Background: an optimization exercise with open tools, aiming at small area, a short achievable clock period and few clock cycles per item. Do not read the settings as production practice.
The RTL was checked by simulation tests, not by an equivalence proof against the original design.
Power is estimated from default activity; no workload was simulated.

// fc_codec
module fc_codec (
    input  wire       clk,
    input  wire       rst,         
    input  wire       req_valid,
    output wire       req_ready,
    input  wire [7:0] req_data,
    output wire       res_valid,
    input  wire       res_ready,
    output wire [7:0] res_data
);
    localparam [7:0] ST_OK  = 8'd0;
    localparam [7:0] ST_IPS = 8'd1;    
    localparam [7:0] ST_NSC = 8'd2;    
    localparam [7:0] ST_CKM = 8'd3;    
    localparam [1:0] K_RES  = 2'd0,    
                     K_ENC  = 2'd1,    
                     K_DEC  = 2'd2,    
                     K_FAIL = 2'd3;    
    localparam W_OP = 0, W_EN0 = 1, W_EN1 = 2, W_EPAY = 3, W_SKIP = 4,
               W_DM0 = 5, W_DM1 = 6, W_DR0 = 7, W_DR1 = 8, W_DRAW = 9;
    localparam SC_FIRST = 0, SC_ZEROS = 1, SC_LEN = 2, SC_LCS = 3,
               SC_PAY = 4, SC_DCS = 5, SC_RES = 6;
    localparam R_NEXT = 0, R_HDR = 1, R_PAY = 2, R_DCS = 3, R_END = 4;
    reg [7:0] now;
    always @(posedge clk)
        if (rst) now <= 8'd0;
        else     now <= now + 8'd1;
    reg       iv, sv;
    reg       rdy_q;                     
    reg [7:0] ib, sb;
    reg       ib_z, ib_ff, ib_op, ib_1;
    reg       sb_z, sb_ff, sb_op, sb_1;
    wire      go;                        
    wire      take = req_valid && !sv;
    wire      in_z  = (req_data == 8'h00);
    wire      in_ff = (req_data == 8'hFF);
    wire      in_op = (req_data == 8'h01) || (req_data == 8'h02);
    wire      in_1  = (req_data == 8'h01);
    assign req_ready = rdy_q;
    always @(posedge clk) begin
        if (rst) begin
            iv    <= 1'b0;
            sv    <= 1'b0;
            rdy_q <= 1'b1;
        end else if (go || !iv) begin
            rdy_q <= 1'b1;
            if (sv) begin
                iv    <= 1'b1;
                ib    <= sb;
                ib_z  <= sb_z;
                ib_ff <= sb_ff;
                ib_op <= sb_op;
                ib_1  <= sb_1;
                sv    <= 1'b0;
            end else begin
                iv    <= take;
                ib    <= req_data;
                ib_z  <= in_z;
  ...
For scale: ~2400 flip-flops.
export LEC_CHECK = 0
export CAP_MARGIN = 20
export CORE_MARGIN = 2
export CORE_UTILIZATION = 60
export CTS_CLUSTER_DIAMETER = 80
export CTS_CLUSTER_SIZE = 24
export SLEW_MARGIN = 20
create_clock -name core_clock -period 10.0 [get_ports {clk}]
standard.sh (not shown) runs the stock make flow with config.mk's settings and CLKGATE_MAP_FILE= SYNTH_SCRIPT=/design/flow/synth_recipe.tcl, a recipe that flattens the netlist after the stock synthesis.
==> flow/flow/run.sh <==
#!/bin/bash
# The standard layout (the standard.sh: standard synthesis, floorplan,
# power grid, placement, CTS and routing, all unchanged) with timing repair
# told to keep 6.7 ns of setup slack on the 10 ns clock, i.e. to aim at a
# 3.3 ns cycle, instead of stopping once paths fit in the clock.
set -euo pipefail
bash standard.sh SETUP_SLACK_MARGIN=6.7 finish > standard_flow.log 2>&1
Testbench counts at the start, summed over its fixed seeds: cycles 38,935, items 1,280.
==> next run, changes <==
Settings changed: CORE_UTILIZATION 60 to 50, CTS_CLUSTER_SIZE 24 to 30.
What happened: Cell count climbs by about 5%; setup slack improves by 0.11 ns; non-clock buffer count climbs by 6; clock-buffer cell count drops by 26; power barely changes; combinational power climbs by about 3%; hold slack improves by 0.0057 ns; global-route usage drops by 2.9 points; cell area climbs by 0.53%; sequential power stays flat; core utilization drops by 11 points.
==> next run, changes <==
==> flow/flow/run.sh (replaced) <==
#!/bin/bash
# The standard layout (the standard.sh: standard synthesis, floorplan,
# power grid, placement, CTS and routing, all unchanged) with timing repair
# told to keep 6.75 ns of setup slack on the 10 ns clock, i.e. to aim at a
# 3.25 ns cycle, instead of stopping once paths fit in the clock.
set -euo pipefail
bash standard.sh SETUP_SLACK_MARGIN=6.75 finish > standard_flow.log 2>&1
Settings changed: CORE_UTILIZATION 50 to 65.
The changed run finished clean.
Design area drops by 1.5%.
Final cell count drops by about 7%.
Fmax barely changes.
Die area drops by about 23%.
First-iteration DRC count climbs by about 14%.
Synthesized cell count does not change.
Sequential power is about the same.
Sequential share of layout area climbs by 1.2 points.
Non-clock buffer count drops by 15.
Worst hold slack got worse by 0.024 ns.
==> next run, changes <==
==> flow/flow/run.sh (replaced) <==
#!/bin/bash
# The standard layout (the standard.sh: standard synthesis, floorplan,
# power grid, placement, CTS and routing, all unchanged) with timing repair
# told to keep 6.7 ns of setup slack on the 10 ns clock, i.e. to aim at a
# 3.3 ns cycle, instead of stopping once paths fit in the clock.
set -euo pipefail
bash standard.sh SETUP_SLACK_MARGIN=6.7 finish > standard_flow.log 2>&1
Settings changed: CORE_UTILIZATION 65 to 50, CTS_CLUSTER_SIZE 30 to 20.
=> Cell area goes up by a few percent. First-iteration DRC count drops by roughly a tenth. Critical path depth stays the same.

* * *

## run a
fc_codec, a different RTL version from the one above (not shown whole).
Size in the first run: roughly 4100 cells after synthesis, about 22 I/O pins, roughly 61000 µm² of cells after synthesis.
export LEC_CHECK = 0
export CAP_MARGIN = 20
export CORE_MARGIN = 2
export CORE_UTILIZATION = 70
export SLEW_MARGIN = 20
create_clock -name core_clock -period 10.0 [get_ports {clk}]
==> flow/flow/run.sh <==
#!/bin/bash
# The standard layout (the standard.sh: standard synthesis, floorplan,
# power grid, placement, CTS and routing, all unchanged) with timing repair
# told to keep 6.7 ns of setup slack on the 10 ns clock, i.e. to aim at a
# 3.3 ns cycle, instead of stopping once paths fit in the clock.
set -euo pipefail
bash standard.sh SETUP_SLACK_MARGIN=6.7 finish > standard_flow.log 2>&1
Testbench counts of run a, summed over its fixed seeds: cycles 38,935, items 1,280.
### run a -> run b
==> flow/run.sh (new file) <==
#!/bin/bash
# synth_recipe.tcl (not shown) runs the flow's synth.tcl, then flattens the netlist and writes it again
# the make line also repeats each setting of config.mk as NAME=value (left out here)
make -C /OpenROAD-flow-scripts/flow DESIGN_CONFIG=/design/flow/config.mk WORK_HOME=/design/flow/orfs CLKGATE_MAP_FILE= SYNTH_SCRIPT=/design/flow/synth_recipe.tcl finish
-- flow/config.mk --
<<< run a, line 9
export CORE_MARGIN = 2
export CORE_UTILIZATION = 70
export SLEW_MARGIN = 20
>>> run b, line 9
export CORE_MARGIN = 2
export CORE_UTILIZATION = 70
export SETUP_SLACK_MARGIN = 5
export SLEW_MARGIN = 20
removed: flow/flow/run.sh
removed: flow/standard.sh
Findings:
Run b completed end to end with timing, DRC and antenna clean.
Worst setup slack in run b vs run a: down 0.36 ns
A last element of the critical path of sn[2] is what run b shows, while rsum[7] belongs to run a.
Changes observed in run b relative to run a: worst-case hold slack climbed 0.0079 ns, wire length of the first global-routing pass now sits lower, count of clock-buffer cells in the layout moved up, clock power decreased 5.4%, total number of vias went down 2734.
The maximum vdd ir drop in run b was lower than what run a gave.
[run b] fmax fell 19 MHz relative to run a
Compared with run a, run b ends up with less cell area.
Post-detailed-placement cell area essentially unchanged between run b and run a.

* * *

fc_codec with an RTL version that a note above also has.
Size: roughly 2400 flip-flops.
## fc_codec
module fc_codec (
    input  wire       clk,
    input  wire       rst,         
    input  wire       req_valid,
    output wire       req_ready,
    input  wire [7:0] req_data,
    output wire       res_valid,
    input  wire       res_ready,
    output wire [7:0] res_data
);
export LEC_CHECK = 0
export CAP_MARGIN = 20
export CORE_MARGIN = 2
export CORE_UTILIZATION = 60
export CTS_CLUSTER_DIAMETER = 80
export CTS_CLUSTER_SIZE = 30
export SLEW_MARGIN = 20
create_clock -name core_clock -period 10.0 [get_ports {clk}]
==> flow/flow/run.sh <==
#!/bin/bash
# The standard layout (the standard.sh: standard synthesis, floorplan,
# power grid, placement, CTS and routing, all unchanged) with timing repair
# told to keep 6.8 ns of setup slack on the 10 ns clock, i.e. to aim at a
# 3.2 ns cycle, instead of stopping once paths fit in the clock.
set -euo pipefail
bash standard.sh SETUP_SLACK_MARGIN=6.8 finish > standard_flow.log 2>&1
Testbench counts at the start, summed over its fixed seeds: cycles 38,935, items 1,280.
Rerun with:
==> flow/flow/run.sh (replaced) <==
#!/bin/bash
# The standard layout (the standard.sh: standard synthesis, floorplan,
# power grid, placement, CTS and routing, all unchanged) with timing repair
# told to keep 6.7 ns of setup slack on the 10 ns clock, i.e. to aim at a
# 3.3 ns cycle, instead of stopping once paths fit in the clock.
set -euo pipefail
bash standard.sh SETUP_SLACK_MARGIN=6.7 finish > standard_flow.log 2>&1
CORE_UTILIZATION = 65   (was 60)
What happened: Non-clock buffer count came out lower by 2. First-iteration DRC count rises by 14%. Via count hardly moves. Setup slack gets worse by 0.028 ns.

* * *

Setup of job 105:
Starting RTL as in the previous note.
==> flow/config.mk <==
export PLATFORM = sky130hd
export DESIGN_NAME = fc_codec
export DESIGN_NICKNAME = fc_codec
export VERILOG_FILES = /design/flow/design.v
export SDC_FILE = /design/flow/constraint.sdc
export NUM_CORES = 4
export LEC_CHECK = 0
export CAP_MARGIN = 20
export CORE_MARGIN = 2
export CORE_UTILIZATION = 60
export CTS_CLUSTER_DIAMETER = 80
export CTS_CLUSTER_SIZE = 30
export SLEW_MARGIN = 20
==> flow/constraint.sdc <==
create_clock -name core_clock -period 10.0 [get_ports {clk}]
set_input_delay 2.0000 -clock core_clock [delete_from_list [all_inputs] [get_ports {clk}]]
set_output_delay 2.0000 -clock core_clock [all_outputs]
set_load 0.01 [all_outputs]
==> flow/flow/run.sh <==
#!/bin/bash
# The standard layout (the standard.sh: standard synthesis, floorplan,
# power grid, placement, CTS and routing, all unchanged) with timing repair
# told to keep 6.75 ns of setup slack on the 10 ns clock, i.e. to aim at a
# 3.25 ns cycle, instead of stopping once paths fit in the clock.
set -euo pipefail
bash standard.sh SETUP_SLACK_MARGIN=6.75 finish > standard_flow.log 2>&1
Job 105 | stages: all done | timing, DRC, antenna: all pass
Testbench counts of job 105, summed over its fixed seeds: cycles 38,935, items 1,280.
Changes in job 102 relative to job 105:
==> flow/flow/run.sh <==
#!/bin/bash
# The standard layout (the standard.sh: standard synthesis, floorplan,
# power grid, placement, CTS and routing, all unchanged) with timing repair
# told to keep 6.7 ns of setup slack on the 10 ns clock, i.e. to aim at a
# 3.3 ns cycle, instead of stopping once paths fit in the clock.
set -euo pipefail
bash standard.sh SETUP_SLACK_MARGIN=6.7 finish > standard_flow.log 2>&1
==> run notes <==
Each of the runs, namely job 102 and job 105, reached the end of the flow and came out clean. Looking at job 102 and job 105, the utilization is a wash. Between job 105 and job 102, the via count does not differ in any meaningful way. Against job 105, job 102 reports a post-route worst setup slack that is higher. [compare] base=job 105 new=job 102: non-clock buffer count now larger; cell area comparable. In job 102 relative to job 105, post-cts repair resize count had gone down by a few percent. Comparing job 102 and job 105, the lower fmax was measured on job 105. The reported clock group power was comparable across job 102 and job 105. The run showing the greater global-route usage is job 105.

-- what the ideal ports hide --
The results above use ideal ports. As a check the final layouts listed here were re-extracted and re-timed, cells and wires unchanged.
Step 1 (the two cells are an assumption about what drives the block):
set clk [get_ports {clk}]
set_driving_cell -lib_cell sky130_fd_sc_hd__clkbuf_16 $clk
set_driving_cell -lib_cell sky130_fd_sc_hd__buf_2 [delete_from_list [all_inputs] $clk]
Step 2, shift: input delay + t, output delay - t, t = (earliest + latest rising clock arrival at the registers) / 2. This alone moves slack from input paths to output paths.
Slacks: ideal ports / drivers / drivers and shift; pairs: ideal ports / drivers.
run	shift t [ns]	slack for setup (ns)	hold slack, ns	worst register clock-pin slew, ns	worst slew at a driven data input, ns
the first run of note 1	0.776	6.650 / 6.637 / 5.861	0.314 / 0.314 / 0.314	0.10 / 0.10	0.08
the second run of note 1	0.779	6.761 / 6.691 / 6.004	0.320 / 0.320 / 0.320	0.11 / 0.11	0.15
the third run of note 1	0.774	6.758 / 6.690 / 6.103	0.296 / 0.296 / 0.296	0.11 / 0.11	0.07
the fourth run of note 1	0.821	6.704 / 6.632 / 6.020	0.314 / 0.314 / 0.314	0.09 / 0.09	0.15
run a	0.898	5.834 / 5.834 / 5.834	0.290 / 0.290 / 0.290	0.10 / 0.10	0.03
run b	0.842	5.473 / 5.473 / 5.473	0.298 / 0.298 / 0.298	0.10 / 0.10	0.03
the first run of note 3	0.762	6.748 / 6.682 / 6.128	0.315 / 0.315 / 0.315	0.11 / 0.11	0.12
the second run of note 3	0.782	6.719 / 6.639 / 6.107	0.313 / 0.313 / 0.313	0.12 / 0.12	0.07
job 105	0.763	6.722 / 6.656 / 6.079	0.315 / 0.315 / 0.315	0.12 / 0.12	0.12
job 102	0.772	6.738 / 6.669 / 6.015	0.305 / 0.305 / 0.305	0.12 / 0.12	0.08
After both steps setup and hold are still met in every run listed. The setup slack of the first run of note 1, which loses most, moves by -0.013 ns with the drivers and by -0.789 ns with both steps.
